From an optimization exercise on the open Yosys and OpenROAD flow, aimed at small area, a short achievable clock period and few clock cycles; shortcuts taken in it are not production practice.
In this exercise RTL edits were held to simulation tests only and were not proved equivalent to the original.
Power and IR drop assume default switching activity.

==> design.v <==
module cn_codec (
    input  wire        clk,
    input  wire        rst,
    input  wire        cmd_valid,
    input  wire [31:0] cmd_word,
    input  wire [31:0] opa_addr,
    input  wire [31:0] opa_len,
    input  wire [31:0] opa_dst,
    input  wire [7:0]  opa_flags,
    input  wire [31:0] opa_seqack,
    output reg         busy,
    output reg  [7:0]  res_code,
    output reg  [31:0] res_len,
    output reg  [15:0] res_cksum,
    output reg  [31:0] res_hdr0,
    output reg  [31:0] res_hdr1,
    output reg  [8:0]  res_hdr2,
    output reg         mem_req,
    output reg         mem_we,
    output reg  [31:0] mem_addr,
    output reg  [7:0]  mem_wdata,
    input  wire        mem_gnt,
    input  wire        mem_rvalid,
    input  wire [7:0]  mem_rdata
);
    localparam [7:0] RC_OK        = 8'd0;
    localparam [7:0] RC_ILLEGAL   = 8'd7;
    localparam [7:0] RC_INVALID   = 8'd8;
    localparam [7:0] RC_MALFORMED = 8'd9;
    localparam [31:0] HDR   = 32'd9;
    localparam [31:0] C_MAX = 32'd65526;
    localparam [1:0] OP_CKSUM  = 2'd1;
    localparam [1:0] OP_ENCODE = 2'd2;
    localparam [1:0] OP_DECODE = 2'd3;
    localparam [3:0] S_IDLE     = 4'd0;
    localparam [3:0] S_SUM_REQ  = 4'd1;   
    localparam [3:0] S_SUM_WAIT = 4'd2;
    localparam [3:0] S_HDR_WR   = 4'd3;   
    localparam [3:0] S_CP_REQ   = 4'd4;   
    localparam [3:0] S_CP_WAIT  = 4'd5;
    localparam [3:0] S_CP_WR    = 4'd6;   
    localparam [3:0] S_DH_REQ   = 4'd7;   
    localparam [3:0] S_DH_WAIT  = 4'd8;
    localparam [3:0] S_DH_CHK   = 4'd9;   
    localparam [3:0] S_SUM_END  = 4'd10;  
    localparam [3:0] S_FINISH   = 4'd11;
    reg [3:0]  state;
    reg [1:0]  op;
    reg [31:0] src_base;
    reg [31:0] dst_base;
    reg [31:0] n_len;
    reg [31:0] seqack;
    reg [7:0]  flags;
    reg [31:0] idx;         
    reg [31:0] cnt;         
    reg [7:0]  copy_byte;
    reg [15:0] acc;
    reg [7:0]  hi_byte;
    reg [71:0] hdr;
    wire [32:0] a_end   = {1'b0, opa_addr} + {1'b0, opa_len};
    wire [33:0] d_end   = {2'b0, opa_dst} + {2'b0, opa_len} + 34'd9;
    wire        a_ok    = (a_end <= 33'h1_0000_0000);
    wire        d_ok    = (d_end <= 34'h1_0000_0000);
    wire [16:0] word_sum = {1'b0, acc} + {1'b0, hi_byte, mem_rdata};
    wire [15:0] acc_word = word_sum[15:0] + {15'd0, word_sum[16]};
    wire [16:0] odd_sum  = {1'b0, acc} + {9'd0, hi_byte};
    wire [15:0] acc_odd  = odd_sum[15:0] + {15'd0, odd_sum[16]};
    wire [15:0] acc_fin  = cnt[0] ? acc_odd : acc;
    wire [15:0] ck_fin   = ~acc_fin;
    wire [15:0] dh_len   = hdr[55:40];
    always @(posedge clk) begin
        if (rst) begin
            state     <= S_IDLE;
            op        <= 2'd0;
            busy      <= 1'b0;
            res_code  <= 8'd0;
            res_len   <= 32'd0;
            res_cksum <= 16'd0;
            res_hdr0  <= 32'd0;
            res_hdr1  <= 32'd0;
            res_hdr2  <= 9'd0;
            mem_req   <= 1'b0;
            mem_we    <= 1'b0;
            mem_addr  <= 32'd0;
            mem_wdata <= 8'd0;
            src_base  <= 32'd0;
            dst_base  <= 32'd0;
            n_len     <= 32'd0;
            seqack    <= 32'd0;
            flags     <= 8'd0;
            idx       <= 32'd0;
            cnt       <= 32'd0;
            copy_byte <= 8'd0;
            acc       <= 16'd0;
            hi_byte   <= 8'd0;
            hdr       <= 72'd0;
        end else begin
            case (state)
            S_IDLE: begin
                if (cmd_valid) begin
                    src_base <= opa_addr;
                    dst_base <= opa_dst;
                    n_len    <= opa_len;
                    seqack   <= opa_seqack;
                    flags    <= opa_flags;
                    idx      <= 32'd0;
                    acc      <= 16'd0;
                    hi_byte  <= 8'd0;
                    busy     <= 1'b1;
                    state    <= S_FINISH;
                    case (cmd_word)
                    32'h0000_0001: begin
                        op <= OP_CKSUM;
                        if (!a_ok) begin
                            res_code <= RC_INVALID;
                            res_len  <= 32'd0;
                        end else begin
                            cnt <= opa_len;
                            if (opa_len == 32'd0) begin
                                res_code  <= RC_OK;
                                res_len   <= 32'd0;
                                res_cksum <= 16'hFFFF;
                            end else begin
                                state <= S_SUM_REQ;
                            end
                        end
                    end
                    32'h0000_0002: begin
                        op <= OP_ENCODE;
                        if (opa_len > C_MAX || !a_ok || !d_ok) begin
                            res_code <= RC_INVALID;
                            res_len  <= 32'd0;
                        end else begin
                            cnt <= opa_len;
                            if (opa_len == 32'd0) begin
                                hdr   <= {16'd0, 16'd9, opa_seqack[15:0],
                                          opa_seqack[31:16], opa_flags};
                                state <= S_HDR_WR;
                            end else begin
                                state <= S_SUM_REQ;
                            end
                        end
                    end
                    32'h0000_0003: begin
                        op <= OP_DECODE;
                        if (!a_ok) begin
                            res_code <= RC_INVALID;
                            res_len  <= 32'd0;
                        end else if (opa_len < HDR) begin
                            res_code <= RC_MALFORMED;
                            res_len  <= 32'd0;
                        end else begin
                            state <= S_DH_REQ;
                        end
                    end
                    default: begin
                        op       <= 2'd0;
                        res_code <= RC_ILLEGAL;
                        res_len  <= 32'd0;
                    end
                    endcase
                end
            end
            S_SUM_REQ: begin
                mem_req  <= 1'b1;
                mem_we   <= 1'b0;
                mem_addr <= src_base + idx;
                if (mem_req && mem_gnt) begin
                    mem_req <= 1'b0;
                    state   <= S_SUM_WAIT;
                end
            end
            S_SUM_WAIT: begin
                if (mem_rvalid) begin
                    if (idx[0])
                        acc <= acc_word;
                    else
                        hi_byte <= mem_rdata;
                    if (idx + 32'd1 == cnt) begin
                        idx   <= 32'd0;
                        state <= S_SUM_END;
                    end else begin
                        idx   <= idx + 32'd1;
                        state <= S_SUM_REQ;
                    end
                end
            end
            S_SUM_END: begin
                case (op)
                OP_CKSUM: begin
                    res_cksum <= ck_fin;
                    res_code  <= RC_OK;
                    res_len   <= n_len;
                    state     <= S_FINISH;
                end
                OP_ENCODE: begin
                    hdr   <= {ck_fin, n_len[15:0] + 16'd9, seqack[15:0],
                              seqack[31:16], flags};
                    state <= S_HDR_WR;
                end
                default: begin  
                    res_hdr2 <= {(ck_fin == hdr[71:56]), hdr[7:0]};
                    res_code <= RC_OK;
                    res_len  <= cnt;
                    state    <= S_FINISH;
                end
                endcase
            end
            S_HDR_WR: begin
                mem_req   <= 1'b1;
                mem_we    <= 1'b1;
                mem_addr  <= dst_base + idx;
                mem_wdata <= hdr[71:64];
                if (mem_req && mem_gnt) begin
                    mem_req <= 1'b0;
                    mem_we  <= 1'b0;
                    hdr     <= {hdr[63:0], 8'd0};
                    if (idx == HDR - 32'd1) begin
                        idx <= 32'd0;
                        if (cnt == 32'd0) begin
                            res_code <= RC_OK;
                            res_len  <= HDR;
                            state    <= S_FINISH;
                        end else begin
                            state <= S_CP_REQ;
                        end
                    end else begin
                        idx <= idx + 32'd1;
                    end
                end
            end
            S_CP_REQ: begin
                mem_req  <= 1'b1;
                mem_we   <= 1'b0;
                mem_addr <= src_base + idx;
                if (mem_req && mem_gnt) begin
                    mem_req <= 1'b0;
                    state   <= S_CP_WAIT;
                end
            end
            S_CP_WAIT: begin
                if (mem_rvalid) begin
                    copy_byte <= mem_rdata;
                    state     <= S_CP_WR;
                end
            end
            S_CP_WR: begin
                mem_req   <= 1'b1;
                mem_we    <= 1'b1;
                mem_addr  <= dst_base + HDR + idx;
                mem_wdata <= copy_byte;
                if (mem_req && mem_gnt) begin
                    mem_req <= 1'b0;
                    mem_we  <= 1'b0;
                    if (idx + 32'd1 == cnt) begin
                        res_code <= RC_OK;
                        res_len  <= cnt + HDR;
                        state    <= S_FINISH;
                    end else begin
                        idx   <= idx + 32'd1;
                        state <= S_CP_REQ;
                    end
                end
            end
            S_DH_REQ: begin
                mem_req  <= 1'b1;
                mem_we   <= 1'b0;
                mem_addr <= src_base + idx;
                if (mem_req && mem_gnt) begin
                    mem_req <= 1'b0;
                    state   <= S_DH_WAIT;
                end
            end
            S_DH_WAIT: begin
                if (mem_rvalid) begin
                    hdr <= {hdr[63:0], mem_rdata};
                    if (idx == HDR - 32'd1) begin
                        idx   <= 32'd0;
                        state <= S_DH_CHK;
                    end else begin
                        idx   <= idx + 32'd1;
                        state <= S_DH_REQ;
                    end
                end
            end
            S_DH_CHK: begin
                res_hdr0 <= {hdr[55:40], hdr[71:56]};
                res_hdr1 <= {hdr[23:8], hdr[39:24]};
                if ({16'd0, dh_len} < HDR || {16'd0, dh_len} > n_len) begin
                    res_hdr2 <= {1'b0, hdr[7:0]};
                    res_code <= RC_MALFORMED;
                    res_len  <= 32'd0;
                    state    <= S_FINISH;
                end else if ({16'd0, dh_len} == HDR) begin
                    res_hdr2 <= {(hdr[71:56] == 16'd0), hdr[7:0]};
                    res_code <= RC_OK;
                    res_len  <= 32'd0;
                    state    <= S_FINISH;
                end else begin
                    src_base <= src_base + HDR;
                    cnt      <= {16'd0, dh_len} - HDR;
                    state    <= S_SUM_REQ;
                end
            end
            default: begin  
                busy  <= 1'b0;
                state <= S_IDLE;
            end
            endcase
        end
    end
endmodule
==> run.sh <==
#!/bin/bash
# synth_recipe.tcl (not shown) runs the flow's synth.tcl, then flattens the netlist and writes it again
# the make line also repeats each setting of config.mk as NAME=value (left out here)
make -C /OpenROAD-flow-scripts/flow DESIGN_CONFIG=/design/flow/config.mk WORK_HOME=/design/flow/orfs CLKGATE_MAP_FILE= SYNTH_SCRIPT=/design/flow/synth_recipe.tcl finish
==> config.mk <==
export PLATFORM = sky130hd
export DESIGN_NAME = cn_codec
export DESIGN_NICKNAME = cn_codec
export VERILOG_FILES = /design/flow/design.v
export SDC_FILE = /design/flow/constraint.sdc
export NUM_CORES = 4
export LEC_CHECK = 0
export CAP_MARGIN = 20
export CORE_MARGIN = 2
export CORE_UTILIZATION = 40
export PLACE_DENSITY = 0.6
export SLEW_MARGIN = 20
==> constraint.sdc <==
create_clock -name core_clock -period 8.0 [get_ports {clk}]
set_input_delay 1.6000 -clock core_clock [delete_from_list [all_inputs] [get_ports {clk}]]
set_output_delay 1.6000 -clock core_clock [all_outputs]
set_load 0.01 [all_outputs]
==> results.sh <==
export IMPL_outcome="no timing/DRC/antenna violations"
export IMPL_relSlewSlack_pct=24.2
export IMPL_hold_path_class="flop to flop"
export IMPL_power_w=0.0110
export IMPL_synth_edf_count=0
export IMPL_synth_area_leaders="dfxtp_1 28%, ha_1 8.9%, a21oi_1 7.7%"
export IMPL_synth_cell_type_count=97
export IMPL_synth_top_cell_area_share_pct=28.1
export IMPL_insertion_delay_ns=0.68
export IMPL_route_vias_total=35780
export IMPL_dieArea_sq_um=87400
export IMPL_crit_chain="clkdlybuf4s50_1 -> ha_1 -> ha_1 -> inv_1 -> fa_1 -> xor2_1 -> o311ai_0 -> a2111oi_0 -> nand3_1 -> nor4_1 -> nand4_1 -> a2111oi_0 -> and4_1 -> o21ai_1 -> a221oi_4 -> buf_4 -> nor2_1 -> a311oi_2"
export IMPL_nets=5047
export IMPL_fp_dieW_um=296
export IMPL_cap_violations=0
export IMPL_area_delta_synth_final_pct=18.0
export IMPL_rows=106
export IMPL_cts_tree="yes"
export IMPL_slowest_delay_ns=0.68
export IMPL_power_density_nw_per_um2=274
export IMPL_critical_path_class="input port to flop"
export IMPL_crit_buf_inv=3
export IMPL_fin_crit_sh_pct=83.1
export IMPL_setup_violations_final=0
export IMPL_power_switching_w=0.00475
export IMPL_holdPathStages=2
export IMPL_die_h_um=296
export IMPL_pre_cts_slack_ns=0.681
export IMPL_switching_share_pct=43.1
export IMPL_fmax_mhz=150
export IMPL_cts_hold_buf=0
export IMPL_drt_iter0_drc=3614
export IMPL_wl_per_cell_um=24.1
export IMPL_finalHoldViolations=0
export IMPL_cp_num_cells=18
export IMPL_worstPathArrival_ns=7.19
export IMPL_cpLargestDelayFamily="compound AO/OA/AOI/OAI gates"
export IMPL_combinationalPowerShare_pct=43.0
export IMPL_place_congestion=1.01
export IMPL_numClockSinks=477
export IMPL_wl_mm=140
export IMPL_cp_end_kind="flop"
export IMPL_seq_area_frac_synth_pct=28.1
export IMPL_startpoint="opa_len[1]"
export IMPL_initial_utilization_pct=40.5
export IMPL_crit_slowest_cell="clkdlybuf4s50_1"
export IMPL_port_buffers=348
export IMPL_synth_seq_cells=477
export IMPL_grt_pass1_wl_mm=208
export IMPL_ios=353
export IMPL_htreeDepth=2
export IMPL_grt_pass1_vias=33119
export IMPL_pwr_share_seq_pct=31.2
export IMPL_p_int_w=0.00627
export IMPL_drt_pass1_iter_count=6
export IMPL_async_flop_share_pct=0
export IMPL_clock_skew_ns=0.0480
export IMPL_worst_hold_path_endpoint="res_hdr0[26]$_SDFFE_PP0P_"
export IMPL_fill_cells=8416
export IMPL_startpoint_type="input port"
export IMPL_drc=0
export IMPL_grt_usage_pct=30.9
export IMPL_grt_max_degree=163
export IMPL_p_leak_nw=14.9
export IMPL_postRouteAntennaNets=0
export IMPL_cts_clk_slew_worst_paths_ns=0.06
export IMPL_antenna_found_initial=9
export IMPL_final_max_slew_viol_count=0
export IMPL_crit_required_ns=8.54
export IMPL_r2r_slack_ns=1.89
export IMPL_place_hpwl_mm=103
export IMPL_worst_pin_slew_ns=1.14
export IMPL_cts_made_buffers=57
export IMPL_cts_max_path_buffers=3
export IMPL_holdCritStartpoint="res_hdr0[26]$_SDFFE_PP0P_"
export IMPL_period_needed_ns=6.65
export IMPL_cts_setup_buffers=0
export IMPL_viasPerCell=6.17
export IMPL_fin_util_pct=47.9
export IMPL_synth_ff_type="dfxtp_1"
export IMPL_setup_tns_ns=0
export IMPL_syn_area_sq_um=34000
export IMPL_synth_largest_area_cell="dfxtp_1"
export IMPL_clkPwrFrac_pct=25.8
export IMPL_reg2reg_depth=13
export IMPL_hold_ws_ns=0.452
export IMPL_syn_avg_cell_area_sq_um=7.57
export IMPL_drive_gt1_share_pct=6.15
export IMPL_coreArea_sq_um=84000
export IMPL_synth_cells=4496
export IMPL_ys_warn_count=1
export IMPL_peakVddDrop_mv=0.204
export IMPL_layout_setup_ws_ns=1.35
export IMPL_cts_resized=0
export IMPL_cts_root_buf="clkbuf_16"
export IMPL_rsz0062_at_grt="false"
export IMPL_worst_path_max_fanout=51
export IMPL_worstReg2RegStart="idx[4]$_SDFFE_PP0P_"
export IMPL_grt_ovfl_total=0
export IMPL_reg2reg_to="idx[27]$_SDFFE_PP0P_"
## cell usage after synthesis (19+ instances only)
| cell | n |
|---|---|
| nand2_1 | 652 |
| clkbuf_1 | 263 |
| mux2i_1 | 42 |
| o211ai_1 | 19 |
| o21ai_0 | 219 |
| buf_2 | 39 |
| or3_1 | 29 |
| and3_1 | 50 |
| a311oi_1 | 33 |
| and2_1 | 26 |
| nor3_1 | 102 |
| xor2_1 | 62 |
| a21oi_1 | 526 |
| a31oi_1 | 34 |
| inv_1 | 97 |
| xnor2_1 | 147 |
| nor2_1 | 318 |
| o21a_1 | 51 |
| a221oi_1 | 28 |
| a21o_1 | 58 |
| mux2_2 | 32 |
| nand2b_1 | 33 |
| nor4_1 | 73 |
| ha_1 | 241 |
| a22oi_1 | 97 |
| o221a_2 | 42 |
| o21bai_1 | 34 |
| dfxtp_1 | 477 |
| nand4_1 | 76 |
| buf_1 | 19 |
| nand3_1 | 138 |
| a211oi_1 | 108 |
## flip-flops by register name, indices dropped and copies added, names as in the netlist, 9 cells and up
name       flops
acc           16
cnt           32
dst_base      32
hdr           72
idx           32
mem_addr      32
n_len         32
res_cksum     16
res_hdr0      32
res_hdr1      32
res_hdr2       9
res_len       32
seqack        32
src_base      32
## routing by layer
layer	share of wire, %	track usage, %	vias to the layer above
li1	-	-	16777
met1	42	41.5	17043
met2	44	48.7	1623
met3	7.9	3.99	325
met4	5.8	15.5	12
met5	0.059	0	-
## stage by stage
stage | cells | cell area (sq um)
2_1_floorplan | 4499 | 34000
3_3_place_gp | 5693 | 38100
3_5_place_dp | 5693 | 38100
4_1_cts | 5801 | 40100
5_1_grt | 5802 | 40200
6_report | 5803 | 40200
## power by group through the flow
| stage | clock network [W] | registers, W | logic [W] |
|---|---|---|---|
| after floorplan | 0 | 0.00319 | 0.00320 |
| after global placement | 0 | 0.00347 | 0.00460 |
| after detailed placement | 0 | 0.00347 | 0.00461 |
| after CTS | 0.00289 | 0.00342 | 0.00464 |
| after global routing | 0.00298 | 0.00349 | 0.00514 |
| final | 0.00284 | 0.00344 | 0.00473 |
## kinds of logic after synthesis
logic type	Yosys count	share of synthesized area (%)
AND/OR/NAND/NOR	1612	22.2
AO/OA/AOI/OAI	1442	27.7
flip-flops	477	28.1
buffers and inverters	433	5.09
adder cells (fa/ha/maj)	248	9.24
XOR/XNOR	209	5.38
multiplexers	74	2.29
other	1	0.0110
## cells in the final DEF, fill, tap and decap left out, types with 58 or more instances in the layout
cell type / instances
nand4_1: 76
a21o_1: 58
xor2_1: 62
a22oi_1: 97
ha_1: 241
nand2_1: 649
a21oi_1: 526
nor4_1: 72
nor3_1: 100
dfxtp_1: 477
inv_1: 96
nand3_1: 137
clkdlybuf4s50_1: 347
nor2_1: 313
xnor2_1: 147
a211oi_1: 108
o21ai_0: 219
## worst register-to-register path, stage by stage, from the launching register on
cell and delay, ns:
dfxtp_1 0.68, and4_1 0.59, nand4_1 0.68, or3_1 0.57
and3_1 0.18, a2111o_1 0.33, or4_1 0.54, o41ai_1 0.83
a21o_1 0.22, buf_4 0.28, or2_1 0.63, nor3_1 0.12
o21ai_0 0.19, o31ai_1 0.09
## final cells by class
class / count / area [sq um] / area share [%]
clock buffers: 77 / 1630 / 4.06
clock inverters: 31 / 427 / 1.06
repair buffers: 396 / 3890 / 9.69
flip-flops and latches: 477 / 9550 / 23.8
diodes: 1 / 2.50 / 0.00623
inverters: 98 / 368 / 0.916
well taps: 1134 / 1420 / 3.53
multi-input cells: 3589 / 22900 / 57.0
## worst max-delay path by stage
stage / to / slack, ns
after detailed placement: cnt[26]$_SDFFE_PP0P_ / 0.68
after CTS: cnt[6]$_SDFFE_PP0P_ / 1.35
after global routing: cnt[20]$_SDFFE_PP0P_ / 0.75
after floorplan: cnt[10]$_SDFFE_PP0P_ / 2.42
final: cnt[28]$_SDFFE_PP0P_ / 1.35
after global placement: cnt[6]$_SDFFE_PP0P_ / 0.57
Testbench counts, summed over its fixed seeds: cycles 678,958.

==> separate check: timing with driven ports <==
No port has a modelled driver above. Below, the same layout with a new extraction and two added sets of constraints.
Step 1, drivers: a clkbuf_16 drives clk and a buf_2 each remaining input, both assumed.
Step 2 times the ports against the registers' clock, not the clock port: input delays grow and output delays shrink by t, the midpoint of the rising clock arrivals with the driver on.
Slacks: ideal / step 1 / step 2; pairs: ideal / step 1.
t, ns: 0.730
slack for setup (ns): 1.350 / 1.361 / 0.632
worst setup path at the end: input to register
After both steps this run still meets setup and hold. The setup slack of this run moves by +0.011 ns with the drivers and by -0.718 ns with both steps.
